From an optimization exercise on the open Yosys and OpenROAD flow, aimed at small area; shortcuts taken in it are not production practice. Where RTL was checked, it was by simulation tests only, not by an equivalence proof against the original. The RTL of runs 2 and 3 was laid out without a check of its function. Power figures rest on the tool's default switching activity, not on a simulated workload.

==> flow/design.v <==
module bcdtc (
    input  wire       clk,
    input  wire       rst,
    input  wire       tick,
    input  wire       change_time,
    input  wire       up_down,
    output wire       ind,
    output wire [3:0] sel,
    output wire [3:0] digit
);
    localparam integer N_TICKS = 10;    
    localparam integer S       = 10;    
    localparam integer ACC_W   = 4;     
    localparam integer CNT_W   = 4;     
    localparam [3:0] SEED_HT = 4'd2, SEED_HU = 4'd3;
    localparam [3:0] SEED_MT = 4'd5, SEED_MU = 4'd9;
    localparam [3:0] SEED_ST = 4'd3, SEED_SU = 4'd0;
    localparam [1:0] PH_WRITE = 2'b00;
    localparam [1:0] PH_HOLD  = 2'b01;
    localparam [1:0] PH_OFF   = 2'b10;
    reg [3:0] ht, hu, mt, mu, st, su;    
    reg [ACC_W-1:0] acc;                 
    reg page;                            
    reg dir;                             
    reg ind_r;                           
    reg pct, pud;                        
    reg [1:0] pos;                       
    reg [1:0] ph;                        
    reg [CNT_W-1:0] cnt;                 
    reg [3:0] snap0, snap1, snap2, snap3;
    reg [3:0] inc_ht, inc_hu, inc_mt, inc_mu, inc_st, inc_su;
    reg       c_su, c_st, c_mu, c_mt;
    always @* begin
        inc_ht = ht; inc_hu = hu; inc_mt = mt;
        inc_mu = mu; inc_st = st; inc_su = su;
        c_su = (su == 4'd9);
        c_st = c_su && (st == 4'd5);
        c_mu = c_st && (mu == 4'd9);
        c_mt = c_mu && (mt == 4'd5);
        inc_su = c_su ? 4'd0 : su + 4'd1;
        if (c_su) inc_st = (st == 4'd5) ? 4'd0 : st + 4'd1;
        if (c_st) inc_mu = (mu == 4'd9) ? 4'd0 : mu + 4'd1;
        if (c_mu) inc_mt = (mt == 4'd5) ? 4'd0 : mt + 4'd1;
        if (c_mt) begin
            if (ht == 4'd2 && hu == 4'd3) begin
                inc_hu = 4'd0;
                inc_ht = 4'd0;
            end else if (hu == 4'd9) begin
                inc_hu = 4'd0;
                inc_ht = ht + 4'd1;
            end else begin
                inc_hu = hu + 4'd1;
            end
        end
    end
    reg [3:0] dec_ht, dec_hu, dec_mt, dec_mu, dec_st, dec_su;
    reg       b_su, b_st, b_mu, b_mt, at_zero;
    always @* begin
        dec_ht = ht; dec_hu = hu; dec_mt = mt;
        dec_mu = mu; dec_st = st; dec_su = su;
        at_zero = (ht == 4'd0) && (hu == 4'd0) && (mt == 4'd0) &&
                  (mu == 4'd0) && (st == 4'd0) && (su == 4'd0);
        b_su = (su == 4'd0);
        b_st = b_su && (st == 4'd0);
        b_mu = b_st && (mu == 4'd0);
        b_mt = b_mu && (mt == 4'd0);
        if (!at_zero) begin
            dec_su = b_su ? 4'd9 : su - 4'd1;
            if (b_su) dec_st = (st == 4'd0) ? 4'd5 : st - 4'd1;
            if (b_st) dec_mu = (mu == 4'd0) ? 4'd9 : mu - 4'd1;
            if (b_mu) dec_mt = (mt == 4'd0) ? 4'd5 : mt - 4'd1;
            if (b_mt) begin
                if (hu == 4'd0) begin
                    dec_hu = 4'd9;
                    dec_ht = ht - 4'd1;
                end else begin
                    dec_hu = hu - 4'd1;
                end
            end
        end
    end
    wire acc_last = (acc == N_TICKS - 1);
    always @(posedge clk) begin
        if (rst) begin
            acc <= {ACC_W{1'b0}};
            ht  <= SEED_HT; hu <= SEED_HU;
            mt  <= SEED_MT; mu <= SEED_MU;
            st  <= SEED_ST; su <= SEED_SU;
        end else if (tick) begin
            if (acc_last) begin
                acc <= {ACC_W{1'b0}};
                if (dir) begin
                    ht <= inc_ht; hu <= inc_hu; mt <= inc_mt;
                    mu <= inc_mu; st <= inc_st; su <= inc_su;
                end else begin
                    ht <= dec_ht; hu <= dec_hu; mt <= dec_mt;
                    mu <= dec_mu; st <= dec_st; su <= dec_su;
                end
            end else begin
                acc <= acc + 1'b1;
            end
        end
    end
    wire edge_seen = (change_time != pct) || (up_down != pud);
    always @(posedge clk) begin
        pct <= change_time;
        pud <= up_down;
        if (rst) begin
            page  <= 1'b0;       
            dir   <= 1'b1;       
            ind_r <= 1'b1;       
        end else if (edge_seen) begin
            page  <= change_time;
            dir   <= up_down;
            ind_r <= up_down;
        end
    end
    always @(posedge clk) begin
        if (rst) begin
            pos   <= 2'd0;
            ph    <= PH_WRITE;
            cnt   <= {CNT_W{1'b0}};
            snap0 <= SEED_MT; snap1 <= SEED_MU;
            snap2 <= SEED_ST; snap3 <= SEED_SU;
        end else begin
            case (ph)
                PH_WRITE: begin
                    ph  <= PH_HOLD;
                    cnt <= {CNT_W{1'b0}};
                end
                PH_HOLD: begin
                    if (cnt == S - 1) begin
                        ph  <= PH_OFF;
                        cnt <= {CNT_W{1'b0}};
                    end else begin
                        cnt <= cnt + 1'b1;
                    end
                end
                PH_OFF: begin
                    ph  <= PH_WRITE;
                    cnt <= {CNT_W{1'b0}};
                    if (pos == 2'd3) begin
                        pos <= 2'd0;
                        if (page) begin
                            snap0 <= ht; snap1 <= hu; snap2 <= mt; snap3 <= mu;
                        end else begin
                            snap0 <= mt; snap1 <= mu; snap2 <= st; snap3 <= su;
                        end
                    end else begin
                        pos <= pos + 2'd1;
                    end
                end
                default: begin
                    ph  <= PH_WRITE;
                    cnt <= {CNT_W{1'b0}};
                end
            endcase
        end
    end
    reg [3:0] digit_r;
    always @* begin
        case (pos)
            2'd0:    digit_r = snap0;
            2'd1:    digit_r = snap1;
            2'd2:    digit_r = snap2;
            default: digit_r = snap3;
        endcase
    end
    assign ind   = ind_r;
    assign sel   = (ph == PH_HOLD) ? (4'b0001 << pos) : 4'b0000;
    assign digit = digit_r;
endmodule
==> flow/run.sh <==
#!/bin/bash
# synth_recipe.tcl (not shown) runs the flow's synth.tcl, then flattens the netlist and writes it again
# the make line also repeats each setting of config.mk as NAME=value (left out here)
make -C /OpenROAD-flow-scripts/flow DESIGN_CONFIG=/design/flow/config.mk WORK_HOME=/design/flow/orfs CLKGATE_MAP_FILE= SYNTH_SCRIPT=/design/flow/synth_recipe.tcl finish
==> flow/config.mk <==
export PLATFORM = sky130hd
export DESIGN_NAME = bcdtc
export DESIGN_NICKNAME = bcdtc
export VERILOG_FILES = /design/flow/design.v
export SDC_FILE = /design/flow/constraint.sdc
export NUM_CORES = 4
export LEC_CHECK = 0
export CAP_MARGIN = 20
export CORE_MARGIN = 2
export CORE_UTILIZATION = 40
export SLEW_MARGIN = 20
==> flow/constraint.sdc <==
create_clock -name core_clock -period 10.0 [get_ports {clk}]
set_input_delay 2.0000 -clock core_clock [delete_from_list [all_inputs] [get_ports {clk}]]
set_output_delay 2.0000 -clock core_clock [all_outputs]
set_load 0.01 [all_outputs]
==> results.txt, run 1 <==
Post-synthesis sequential area ratio -> 33.0%
Die width -> 96.2 um
Antenna cells -> 0
Port bufs -> 13
Hold buffer count at cts -> 0
H-Tree Depth -> 2
Mapped Nets -> 438
Crit Path Max Fanout -> 11
FF/Latch Area -> 1120 sq um
CP Class -> in -> reg
TNS Setup -> 0 ns
Via count -> 2867
Die Ht -> 96.2 um
Area Overhead vs Synth -> 5.92%
Site Rows -> 33
Overall power -> 400 uW
HPWL Detailed -> 4990 um
Clock latency (worst-skew pair) -> 0.33 ns
Share of layout cells above drive strength 1 -> 5.42%
Min Tclk post-route -> 4.63 ns
Yosys warnings -> 1
Status -> finished clean
Crit. End Element -> flip-flop
WL final -> 7280 um
First-pass GRT wire length -> 12400 um
CTS tree -> built
Hold path depth -> 1
RePlAce Congestion -> 0.771
CP startpoint kind -> input port
Full die area -> 9260 sq um
Area of the multi-input gates -> 2050 sq um
# DRC -> 0
Grt ovf -> 0
DRT Pass-1 Iters -> 7
Period Utilization, post-route -> 46.3%
CP required -> 10.25 ns
Reg clk slew, reported paths -> 0.11 ns
Number of post-CTS setup repair buffers -> 0
Cells after Synth -> 420
Layout fillers -> 826
Fin nets -> 423
CTS max path bufs -> 2
I/O Pins -> 14
CTS Sinks -> 56
CTS resizes -> 0
Synth Flop Type -> dfxtp_1
Overall Global Routing Usage -> 16.8%
R2R cell count -> 8
RSZ-0062 raised after global routing -> no
Initial Util -> 41.4%
Count of final setup violators -> 0
Initial antenna violation count -> 0
Hold violation total from the final report -> 0
Synthesized cell area -> 3400 sq um
CTS Buf Count -> 5
Mean Syn Cell Area -> 8.10 sq um
Largest net degree at the start of global routing -> 54
Max_slew headroom -> 32.3%
Netlist cell types -> 55
Post-DRT Antenna Nets -> 0
Max VDD drop -> 0.0477 mV
Setup Skew -> 0.00991 ns
Initial drt markers -> 130
Post-route cell area -> 3600 sq um
Vias in the first global route -> 2585
CTS Root Cell -> clkbuf_8
Worst-margin pin slew -> 1.01 ns
Post-synth EDFFs -> 0
Hold_ws -> 0.480 ns
Drt wl/cell -> 14.2 um
Maxcap violations -> 0
Placed cell areas -> 3500 sq um
Pwr/cell area -> 111 nW/um^2
Slew Viols, Final -> 0
Number of synthesized register bits -> 56
Total core area -> 8220 sq um
Ys async rst share -> 0%
Worst Path Arrival -> 4.88 ns
Leakage -> 0.00128 uW
Vias per cell -> 5.61
Fmax achieved -> 216 MHz
Hold/Removal Path Class -> reg -> reg
-- final cells by class --
type                    instances  share of cell area, %
clock buffers                   5                   1.91
clock inverters                 3                  0.799
inverters                      18                   1.88
multi-input cells             310                   57.0
flip-flops and latches         56                   31.1
well taps                     105                   3.65
repair buffers                 14                   3.68
-- sequential cells by signal (all words and copies together) (netlist names) --
register,cells
mt,4
snap1,4
st,4
snap2,4
hu,4
snap3,4
cnt,4
pos,2
su,4
ph,2
snap0,4
pud,1
ind_r,1
page,1
acc,4
pct,1
ht,4
mu,4
-- synthesized netlist by cell type (all sizes together), types with 7 or more instances --
cell     n  share of area [%]
a211o    8                2.1
mux2i   24                7.1
nand2b   9                1.7
dfxtp   56                 33
o21ai   20                2.9
inv     18                2.0
nand3   12                1.8
ha      13                4.8
nor2    49                5.4
nand2   24                2.6
nor4     7                1.8
clkbuf  22                2.4
a211oi  16                3.5
and2     7                1.3
xnor2   10                2.6
xor2     8                2.1
buf     14                2.3
nor3    11                1.6
a21oi   30                4.4
-- where the power goes --
| part | internal [uW] | switching (uW) | leakage, uW |
|---|---|---|---|
| Clock | 53.1 | 85.2 | 0.0000511 |
| Sequential | 226 | 5.21 | 0.000454 |
| Combinational | 12.6 | 17.7 | 0.000773 |
| Total | 292 | 108 | 0.00128 |
-- critical path, stage by stage --
cell,delay (ns)
clkdlybuf4s50_1,0.51
nand2_1,0.14
or3_1,0.33
a31oi_1,0.75
nand2_1,0.39
or4_1,0.62
a21oi_1,0.13
-- per-stage QoR --
stage	setup WS (ns)	utilization (%)	cells
2_1_floorplan	6.58	-	420
3_3_place_gp	5.15	42.7	503
3_5_place_dp	5.07	42.7	503
4_1_cts	5.40	43.8	511
5_1_grt	5.09	43.8	511
6_report	5.37	43.8	511
-- metal layers --
metal	up-vias	global-route usage [%]	wire (um)
met3	7	2.51	214
met4	0	5.48	99
met5	-	0	0
met2	37	26.9	3300
li1	1482	-	-
met1	1341	23.1	3660
-- kinds of logic after synthesis --
kind of cell | after synthesis | share of synthesized area [%]
flip-flops | 56 | 33.0
multiplexers | 24 | 7.06
AO/OA/AOI/OAI | 108 | 21.6
XOR/XNOR | 18 | 4.64
AND/OR/NAND/NOR | 147 | 22.3
adder cells (fa/ha/maj) | 13 | 4.78
buffers and inverters | 54 | 6.70
-- layout by cell type, fill, tap and decap left out, drive strengths merged, types with 9 or more instances in the layout --
cell type,Yosys,final
nand3,12,12
mux2i,24,24
inv,18,21
xnor2,10,10
dfxtp,56,56
o21ai,20,20
ha,13,13
nand2b,9,9
nor2,49,49
clkdlybuf4s50,0,12
nand2,24,24
a211oi,16,16
a21oi,30,30
nor3,11,11
-- path summary, 6_finish.rpt --
| check | slack, ns | start | end |
|---|---|---|---|
| max | 5.37 | tick | mt[3] |
| min | 0.48 | snap0[0] | snap0[0] |
| max reg2reg | 6.69 | hu[0] | mt[3] |
| min reg2reg | 0.48 | snap0[0] | snap0[0] |
==> run 2: changes to the inputs <==
==> flow/design.v (replaced) <==
module bcdtc (
    input  wire       clk,
    input  wire       rst,
    input  wire       tick,
    input  wire       change_time,
    input  wire       up_down,
    output wire       ind,
    output wire [3:0] sel,
    output wire [3:0] digit
);
    reg [1:0] ht;
    reg [3:0] hu;
    reg [2:0] mt;
    reg [3:0] mu;
    reg [2:0] st;
    reg [3:0] su;
    reg [3:0] acc;
    reg       pct, pud, md;
    reg [1:0] pos;
    reg [3:0] ph;
    reg [2:0] snap0;
    reg [3:0] snap1;
    reg [2:0] snap2;
    reg [3:0] snap3;
    wire page = md & pct;
    wire dir  = ~md | pud;
    function [3:0] tog10(input [3:0] d, input up);
        begin
            if (up)
                tog10 = {d[0] & d[3] | d[0] & d[2] & d[1], d[1] & d[0], d[0] & ~d[3], 1'b1};
            else
                tog10 = {~d[2] & ~d[1] & ~d[0], ~d[1] & ~d[0] & (d[3] | d[2]),
                         ~d[0] & (d[3] | d[2] | d[1]), 1'b1};
        end
    endfunction
    function [2:0] tog6(input [2:0] d, input up);
        begin
            if (up)
                tog6 = {d[0] & (d[2] | d[1]), d[0] & ~d[2], 1'b1};
            else
                tog6 = {~d[1] & ~d[0], ~d[0] & (d[2] | d[1]), 1'b1};
        end
    endfunction
    wire su_9 = su[3] & su[0];
    wire su_0 = ~|su;
    wire st_5 = st[2] & st[0];
    wire st_0 = ~|st;
    wire mu_9 = mu[3] & mu[0];
    wire mu_0 = ~|mu;
    wire mt_5 = mt[2] & mt[0];
    wire mt_0 = ~|mt;
    wire hu_9 = hu[3] & hu[0];
    wire hu_0 = ~|hu;
    wire h_0  = hu_0 & ~|ht;
    wire su_end = dir ? su_9 : su_0;
    wire st_end = dir ? st_5 : st_0;
    wire mu_end = dir ? mu_9 : mu_0;
    wire mt_end = dir ? mt_5 : mt_0;
    wire acc_last = acc[3] & acc[0];
    wire ms_end   = su_end & st_end & mu_end & mt_end;
    wire en0 = tick & acc_last & (dir | ~(ms_end & h_0));
    wire en1 = en0 & su_end;
    wire en2 = en1 & st_end;
    wire en3 = en2 & mu_end;
    wire en4 = en0 & ms_end;
    wire [3:0] hu_tog = dir ? {hu[0] & (hu[3] | hu[2] & hu[1]), hu[1] & hu[0] & ~ht[1],
                               hu[0] & ~hu[3], 1'b1}
                            : tog10(hu, 1'b0);
    wire [1:0] ht_tog = dir ? {ht[0] & hu_9 | ht[1] & hu[1] & hu[0], hu_9}
                            : {ht[1] & hu_0, hu_0};
    wire [3:0] acc_tog = {acc[0] & (acc[3] | acc[2] & acc[1]), acc[1] & acc[0],
                          acc[0] & ~acc[3], 1'b1};
    always @(posedge clk) begin
        if (rst) begin
            acc <= 4'd0;
            ht <= 2'd2; hu <= 4'd3;
            mt <= 3'd5; mu <= 4'd9;
            st <= 3'd3; su <= 4'd0;
        end else begin
            acc <= acc ^ ({4{tick}} & acc_tog);
            su  <= su  ^ ({4{en0}} & tog10(su, dir));
            st  <= st  ^ ({3{en1}} & tog6(st, dir));
            mu  <= mu  ^ ({4{en2}} & tog10(mu, dir));
            mt  <= mt  ^ ({3{en3}} & tog6(mt, dir));
            hu  <= hu  ^ ({4{en4}} & hu_tog);
            ht  <= ht  ^ ({2{en4}} & ht_tog);
        end
    end
    always @(posedge clk) begin
        pct <= change_time;
        pud <= up_down;
        md  <= ~rst & (md | (change_time ^ pct) | (up_down ^ pud));
    end
    wire ph_off = &ph;
    wire [5:0] seq_inc = {pos, ph} + 6'd1;
    wire load = ph_off & (&pos);
    always @(posedge clk) begin
        if (rst) begin
            pos <= 2'd0;
            ph  <= 4'd4;
            snap0 <= 3'd5; snap1 <= 4'd9; snap2 <= 3'd3; snap3 <= 4'd0;
        end else begin
            {pos, ph} <= seq_inc | {3'b000, ph_off, 2'b00};
            if (load) begin
                if (page) begin
                    snap0 <= {1'b0, ht}; snap1 <= hu; snap2 <= mt; snap3 <= mu;
                end else begin
                    snap0 <= mt; snap1 <= mu; snap2 <= st; snap3 <= su;
                end
            end
        end
    end
    wire hold = ~ph_off & (ph[3] | ph[1] | ph[0]);
    reg [3:0] digit_r;
    always @* begin
        case (pos)
            2'd0:    digit_r = {1'b0, snap0};
            2'd1:    digit_r = snap1;
            2'd2:    digit_r = {1'b0, snap2};
            default: digit_r = snap3;
        endcase
    end
    assign ind   = dir;
    assign sel   = {4{hold}} & {pos[1] & pos[0], pos[1] & ~pos[0], ~pos[1] & pos[0], ~pos[1] & ~pos[0]};
    assign digit = digit_r;
endmodule
--- a/flow/config.mk
+++ b/flow/config.mk
@@ -6,4 +6,5 @@
 export NUM_CORES = 4
 export LEC_CHECK = 0
+export ABC_AREA = 1
 export CAP_MARGIN = 20
 export CORE_MARGIN = 2
==> results.txt, run 2 <==
Count of final setup violators -> 0 (unchanged)
Net Sw Power -> 85.7 uW (-21%)
Worst Path Buf+Inv -> 1 (unchanged)
RePlAce Congestion -> 0.819 (+6.3%)
Initial Util -> 41.5% (+0.14 points)
CTS Buf Count -> 5 (unchanged)
H-Tree Depth -> 2 (unchanged)
Hold/Removal Path Class -> reg -> reg
Hold violation total from the final report -> 0 (unchanged)
CP top delay family -> buffers and inverters
Largest net degree at the start of global routing -> 27 (-50%)
Switching Share -> 25.2% (-1.9 points)
Synth top area cells -> dfxtp_1 (38%), nand2_1 (11%), nand3_1 (7.5%), o21ai_0 (6.3%), nor2_1 (5.6%)
Max VDD drop -> 0.0536 mV (+12%)
Synth Flop Type -> dfxtp_1
CTS Root Cell -> clkbuf_8
Synthesized cell area -> 2460 sq um (-28%)
Antenna cells -> 0 (unchanged)
Max_slew headroom -> 38.5% (+6.2 points)
Ys async rst share -> 0% (unchanged)
Via count -> 2323 (-19%)
First-pass GRT wire length -> 9490 um (-24%)
R2R cell count -> 11 (+3)
Dpl ws -> 5.82 ns (+0.758 ns)
Fmax achieved -> 258 MHz (+19%)
Worst R2R Start -> md
Slew Viols, Final -> 0 (unchanged)
Yosys warnings -> 1 (unchanged)
Crit Path Max Fanout -> 4 (-7)
Port bufs -> 13 (unchanged)
Site Rows -> 28 (-15%)
Full die area -> 6790 sq um (-27%)
Die width -> 82.4 um (-14%)
Final worst slack -> 6.12 ns (+0.744 ns)
Hold buffer count at cts -> 0 (unchanged)
CP startpoint kind -> flip-flop
Reg-to-reg critical path endpoint -> mt[2]
Slowest stage cell, crit path -> clkdlybuf4s50_1
CTS tree -> built
Grt ovf -> 0 (unchanged)
Period Utilization, post-route -> 38.8% (-7.4 points)
Initial drt markers -> 117 (-10%)
Count leader, synth -> nand2_1
TNS Setup -> 0 ns (unchanged)
Reg2reg setup slack -> 7.69 ns (+1.00 ns)
Number of post-CTS setup repair buffers -> 0 (unchanged)
Dpl cells -> 438 (-13%)
Min Tclk post-route -> 3.88 ns (-0.744 ns)
CP Depth -> 5 (-2)
Commonest cells in the netlist -> nand2_1 (71), dfxtp_1 (47), nand3_1 (37), nor2_1 (37), inv_1 (35)
Worst Path Arrival -> 1.88 ns (-3.00 ns)
Pwr/cell area -> 125 nW/um^2 (+13%)
Area Overhead vs Synth -> 10.8%
Worst-margin pin slew -> 0.920 ns (-0.0919 ns)
Cell type with the largest total area after synthesis -> dfxtp_1
HPWL Detailed -> 4000 um (-20%)
DRT Pass-1 Iters -> 4 (-3)
Number of synthesized register bits -> 47 (-16%)
Overall power -> 340 uW (-15%)
Commonest non-fill, non-tap cell in the layout -> nand2_1
Crit. End Element -> primary output
Leakage -> 0.00106 uW (-17%)
Comb pwr share -> 6.9% (-0.7 points)
Post-synth EDFFs -> 0 (unchanged)
Mean Syn Cell Area -> 6.77 sq um (-16%)
CP Class -> reg -> out
Setup Skew -> 0.0111 ns (+0.00117 ns)
# DRC -> 0 (unchanged)
Maxcap violations -> 0 (unchanged)
RSZ-0062 raised after global routing -> no
Cells after Synth -> 363 (-14%)
CTS resizes -> 0 (unchanged)
Non-filler instance count after layout -> 446 (-13%)
Post-synthesis sequential area ratio -> 38.3% (+5.3 points)
Most frequent cells in the layout -> nand2_1 (71), dfxtp_1 (47), nor2_1 (37), nand3_1 (37), inv_1 (35)
Overall Global Routing Usage -> 18.1% (+1.3 points)
Vias in the first global route -> 2011 (-22%)
Post-DRT Antenna Nets -> 0 (unchanged)
Netlist cell types -> 32 (-42%)
Share of layout cells above drive strength 1 -> 7.82% (+2.4 points)
I/O Pins -> 14 (unchanged)
Die Ht -> 82.4 um (-14%)
Total core area -> 5920 sq um (-28%)
CTS max path bufs -> 2 (unchanged)
Reg clk slew, reported paths -> 0.09 ns (-0.02 ns)
Crit path largest cell delay -> 0.56 ns (-0.19 ns)
Clock latency (worst-skew pair) -> 0.31 ns (-0.02 ns)
Worst setup path end -> sel[1]
Vias per cell -> 5.21 (-7.2%)
CP required -> 8.00 ns (-2.25 ns)
Initial antenna violation count -> 0 (unchanged)
Mapped Nets -> 369 (-16%)
Status -> finished clean
Int Pwr -> 254 uW (-13%)
Sequential share of power -> 56.7% (-1.1 points)
Drt wl/cell -> 12.6 um (-11%)
Clock Power Share -> 36.3% (+1.7 points)
Fin nets -> 376 (-11%)
Worst setup path startpoint -> ph[0]
CTS Sinks -> 47 (-16%)
Top-area cell type share of the netlist area -> 38.3% (+5.3 points)
WL final -> 5640 um (-22%)
Worst-path cell chain -> ha_1, nand3_1, o31ai_1, nor3_1, clkdlybuf4s50_1
## run 2: cell types whose count changed in the layout (fill, tap and decap cells not counted), moves of 12 or more
cell	before	now
nand2_1	24	71
nand3_1	12	37
mux2i_1	24	0
inv_1	18	35
a211oi_1	16	2
ha_1	13	1
nor2_1	49	37
## run 2: logic make-up after synthesis
group                      synth area share (%)
and+or+nand+nor                            32.6
AOI/OAI and AO/OA                          19.7
buffers and inverters                      8.91
DFF                                        38.3
adders and majority gates                 0.509
## run 2: worst register-to-register path, stage by stage, from the launching register on
cell     delay, ns
dfxtp_1       0.62
nand2_4       0.24
inv_2         0.33
nand2_1       0.09
nand2_1       0.16
nor2_4        0.08
nand3_2       0.12
nand3_2       0.14
nor2_2        0.21
nand2_1       0.07
nand2_1       0.06
nand3_1       0.06
## run 2: how the worst min path moves through the flow
stage | cells after the start | end | start
final | 1 | ph[0] | ph[0]
after global routing | 1 | ph[0] | ph[0]
after CTS | 1 | ph[0] | ph[0]
after detailed placement | 1 | ph[0] | ph[0]
after global placement | 1 | ph[0] | ph[0]
after floorplan | 1 | ph[0] | ph[0]
## run 2: metal layers
layer	share of wire, %	vias to the layer above	wire length [um]	track usage, %
li1	-	1242	-	-
met1	51	1052	2870	24.6
met2	45	24	2560	29.1
met3	2.6	5	144	3.59
met4	1.2	0	68	5.00
met5	0	-	0	0
## run 2: cell type report
class	instances	area [sq um]
Clock buffer	6	82.6
Clock inverter	2	16.3
Fill cell	631	3200
Inverter	41	154
Multi-Input combinational cell	261	1300
Sequential cell	47	941
Tap cell	75	93.8
Timing Repair Buffer	14	138
## run 2: per-stage QoR
stage          area (sq um)  util, %  hold WS (ns)
6_report               2720     46.0         0.469
5_1_grt                2720     46.0         0.505
3_5_place_dp           2630     44.3         0.454
2_1_floorplan          2460        -         0.430
4_1_cts                2720     46.0         0.479
3_3_place_gp           2630     44.3         0.449
## run 2: power by group through the flow
stage	sequential, uW	combinational [uW]	clock [uW]
after floorplan	196	18.6	0
after global placement	197	23.4	0
after detailed placement	197	23.7	0
after CTS	193	23.7	129
after global routing	194	26.6	135
final	193	23.6	124
==> run 3: changes to the inputs <==
--- a/flow/config.mk
+++ b/flow/config.mk
@@ -9,4 +9,7 @@
 export CAP_MARGIN = 20
 export CORE_MARGIN = 2
-export CORE_UTILIZATION = 40
+export CORE_UTILIZATION = 70
+export CTS_BUF_LIST = sky130_fd_sc_hd__clkbuf_8
+export CTS_CLUSTER_DIAMETER = 100
+export CTS_CLUSTER_SIZE = 30
 export SLEW_MARGIN = 20
==> results.txt, run 3 <==
Maxcap violations -> 0 (unchanged)
HPWL Detailed -> 3950 um (-1.1%)
Slowest stage cell, crit path -> clkdlybuf4s50_1
TNS Setup -> 0 ns (unchanged)
CTS Sinks -> 47 (unchanged)
Crit Path Max Fanout -> 4 (unchanged)
Commonest non-fill, non-tap cell in the layout -> nand2_1
WL final -> 5570 um (-1.3%)
Number of post-CTS setup repair buffers -> 0 (unchanged)
Drt wl/cell -> 13.4 um (+6.1%)
Hold violation total from the final report -> 0 (unchanged)
Commonest cells in the netlist -> nand2_1 (71), dfxtp_1 (47), nand3_1 (37), nor2_1 (37), inv_1 (35)
Ys async rst share -> 0% (unchanged)
Port bufs -> 13 (unchanged)
CTS Buf Count -> 5 (unchanged)
Top-area cell type share of the netlist area -> 38.3% (unchanged)
Reg clk slew, reported paths -> 0.08 ns (about the same)
CP startpoint kind -> flip-flop
Crit path largest cell delay -> 0.56 ns (about the same)
Synth top area cells -> dfxtp_1 (38%), nand2_1 (11%), nand3_1 (7.5%), o21ai_0 (6.3%), nor2_1 (5.6%)
Worst R2R Start -> md
Most frequent cells in the layout -> nand2_1 (71), dfxtp_1 (47), nor2_1 (37), nand3_1 (37), inv_1 (36)
Layout Utilization -> 79.1% (+33 points)
Status -> finished clean
Hold/Removal Path Class -> reg -> reg
Post-Synth Simple-Gate Area -> 32.6% (unchanged)
Hold buffer count at cts -> 0 (unchanged)
Fin nets -> 376 (unchanged)
Mux cell area share after synthesis -> 0% (unchanged)
Reg2reg setup slack -> 7.71 ns (+0.02 ns)
Number of synthesized register bits -> 47 (unchanged)
CTS Root Cell -> clkbuf_8
CP Depth -> 5 (unchanged)
Initial antenna violation count -> 0 (unchanged)
Synth Flop Type -> dfxtp_1
Total core area -> 3360 sq um (-43%)
Main combinational cell family by area after synthesis -> simple AND/OR/NAND/NOR gates
Overall Global Routing Usage -> 30.3% (+12 points)
Antenna cells -> 0 (unchanged)
Die width -> 63.3 um (-23%)
Fmax achieved -> 257 MHz (-0.21%)
Setup Skew -> 0.00811 ns (-0.00297 ns)
Post-synth EDFFs -> 0 (unchanged)
Worst-margin pin slew -> 0.892 ns (-0.0279 ns)
Slew Viols, Final -> 0 (unchanged)
Worst-path cell chain -> ha_1, nand3_1, o31ai_1, nor3_1, clkdlybuf4s50_1
Max_slew headroom -> 40.4% (+1.9 points)
Count leader, synth -> nand2_1
Worst setup path startpoint -> ph[0]
CTS tree -> built
Vias in the first global route -> 2209 (+9.8%)
Netlist cell types -> 32 (unchanged)
Pwr/cell area -> 122 nW/um^2 (-2.5%)
Compound-Gate Fraction of Synth Area -> 19.7% (unchanged)
CP top delay family -> buffers and inverters
Overall power -> 324 uW (-4.7%)
RePlAce Congestion -> 0.834 (+1.7%)
Worst Path Buf+Inv -> 1 (unchanged)
First-pass GRT wire length -> 9630 um (+1.5%)
Mean Syn Cell Area -> 6.77 sq um (unchanged)
Share of layout cells above drive strength 1 -> 7.05% (-0.77 points)
Initial drt markers -> 172 (+47%)
Clock latency (worst-skew pair) -> 0.30 ns (about the same)
Yosys warnings -> 1 (unchanged)
CP Class -> reg -> out
Grt ovf -> 0 (unchanged)
CTS resizes -> 0 (unchanged)
Initial Util -> 73.1% (+32 points)
Post-synthesis sequential area ratio -> 38.3% (unchanged)
Area Overhead vs Synth -> 8.24%
DRT Pass-1 Iters -> 5 (+1)
# DRC -> 0 (unchanged)
Synthesized-area fraction occupied by adder cells -> 0.509% (unchanged)
Crit. End Element -> primary output
Mapped Nets -> 369 (unchanged)
Vias per cell -> 5.91 (+13%)
I/O Pins -> 14 (unchanged)
Site Rows -> 21 (-25%)
CTS max path bufs -> 2 (unchanged)
Post-Synth XOR/XNOR Area -> 0% (unchanged)
H-Tree Depth -> 2 (unchanged)
Largest net degree at the start of global routing -> 27 (unchanged)
Hold Path Origin -> ph[0]
Leakage -> 0.00105 uW (-0.58%)
R2R cell count -> 11 (unchanged)
Cell type with the largest total area after synthesis -> dfxtp_1
RSZ-0062 raised after global routing -> no
Cells after Synth -> 363 (unchanged)
Full die area -> 4000 sq um (-41%)
Hold path depth -> 1 (unchanged)
Post-DRT Antenna Nets -> 0 (unchanged)
Min Tclk post-route -> 3.89 ns (+0.00823 ns)
Count of final setup violators -> 0 (unchanged)
Period Utilization, post-route -> 38.9% (+0.082 points)
Synthesized cell area -> 2460 sq um (unchanged)
Via count -> 2453 (+5.6%)
CP required -> 8.00 ns (about the same)
Max VDD drop -> 0.0815 mV (+52%)
Worst Path Arrival -> 1.89 ns (about the same)
Die Ht -> 63.3 um (-23%)
run 3: changes by cell type in the layout (fill, tap and decap cells not counted):
cell	previous run	this run
clkinvlp_4	1	0
clkbuf_8	6	5
inv_1	35	36
clkinv_4	1	0
run 3: worst paths after layout:
kind             to
min           ph[0]
max          sel[0]
max reg2reg   mt[2]
min reg2reg   ph[0]
run 3: metrics by stage:
stage / cells / instance area (sq um) / hold WS (ns) / setup slack (ns)
2_1_floorplan: 363 / 2460 / 0.430 / 6.96
3_3_place_gp: 409 / 2590 / 0.448 / 5.94
5_1_grt: 415 / 2660 / 0.495 / 5.96
4_1_cts: 415 / 2660 / 0.483 / 6.12
6_report: 415 / 2660 / 0.483 / 6.11
3_5_place_dp: 409 / 2590 / 0.457 / 5.90
run 3: final cells by class:
| cell class | instances | area (sq um) |
|---|---|---|
| Clock buffer | 5 | 68.8 |
| Clock inverter | 1 | 3.75 |
| Fill cell | 265 | 702 |
| Inverter | 41 | 154 |
| Multi-Input combinational cell | 261 | 1300 |
| Sequential cell | 47 | 941 |
| Tap cell | 46 | 57.6 |
| Timing Repair Buffer | 14 | 138 |
run 3: cells by family after synthesis:
| logic type | after synthesis |
|---|---|
| DFF | 47 |
| adders and majority gates | 1 |
| AOI/OAI and AO/OA | 84 |
| buffers and inverters | 55 |
| and+or+nand+nor | 176 |
run 3: layer usage:
metal / share of wire, % / track usage [%] / vias to the layer above
met5: 0 / 0 / -
met4: 1.2 / 11.4 / 0
met3: 6.0 / 5.36 / 8
met2: 47 / 52.1 / 85
met1: 45 / 38.0 / 1113
li1: - / - / 1247
run 3: worst register-to-register path, stage by stage (launching register included):
cell	delay, ns
dfxtp_1	0.59
nand2_4	0.22
inv_2	0.33
nand2_1	0.09
nand2_1	0.17
nor2_4	0.08
nand3_2	0.13
nand3_2	0.15
nor2_2	0.21
nand2_1	0.08
nand2_1	0.06
nand3_1	0.06
run 3: where the power goes:
group	leakage (uW)	internal [uW]	switching, uW	total, uW
Clock	0.0000413	45.7	61.1	107
Combinational	0.000632	8.41	15.9	24.3
Sequential	0.000381	190	3.37	193
Total	0.00105	244	80.3	324

==> what the ideal ports hide <==
How much do the figures lean on ideal ports? The routed layouts below were timed once more, with nothing changed but the port constraints. Step 1 (the two cells are an assumption about what drives the block):
set clk [get_ports {clk}]
set_driving_cell -lib_cell sky130_fd_sc_hd__clkbuf_16 $clk
set_driving_cell -lib_cell sky130_fd_sc_hd__buf_2 [delete_from_list [all_inputs] $clk]
Step 2, shift: input delay + t, output delay - t, t = (earliest + latest rising clock arrival at the registers) / 2. This alone moves slack from input paths to output paths. Slacks: ideal ports / drivers / drivers and shift; pairs: ideal ports / drivers.
| run | t (ns) | slack for setup (ns) | worst hold slack (ns) | worst register clock-pin slew, ns | cell pins on the clock port's net |
|---|---|---|---|---|---|
| run 1 | 0.354 | 5.373 / 5.381 / 5.027 | 0.480 / 0.480 / 0.480 | 0.11 / 0.11 | 1 |
| run 2 | 0.332 | 6.117 / 6.086 / 5.849 | 0.469 / 0.469 / 0.469 | 0.09 / 0.09 | 1 |
| run 3 | 0.327 | 6.108 / 6.080 / 5.843 | 0.483 / 0.483 / 0.483 | 0.09 / 0.09 | 1 |
After both steps setup and hold are still met in every run listed. For run 1, which loses most, drivers alone change the setup slack by +0.008 ns; drivers and shift together by -0.346 ns.
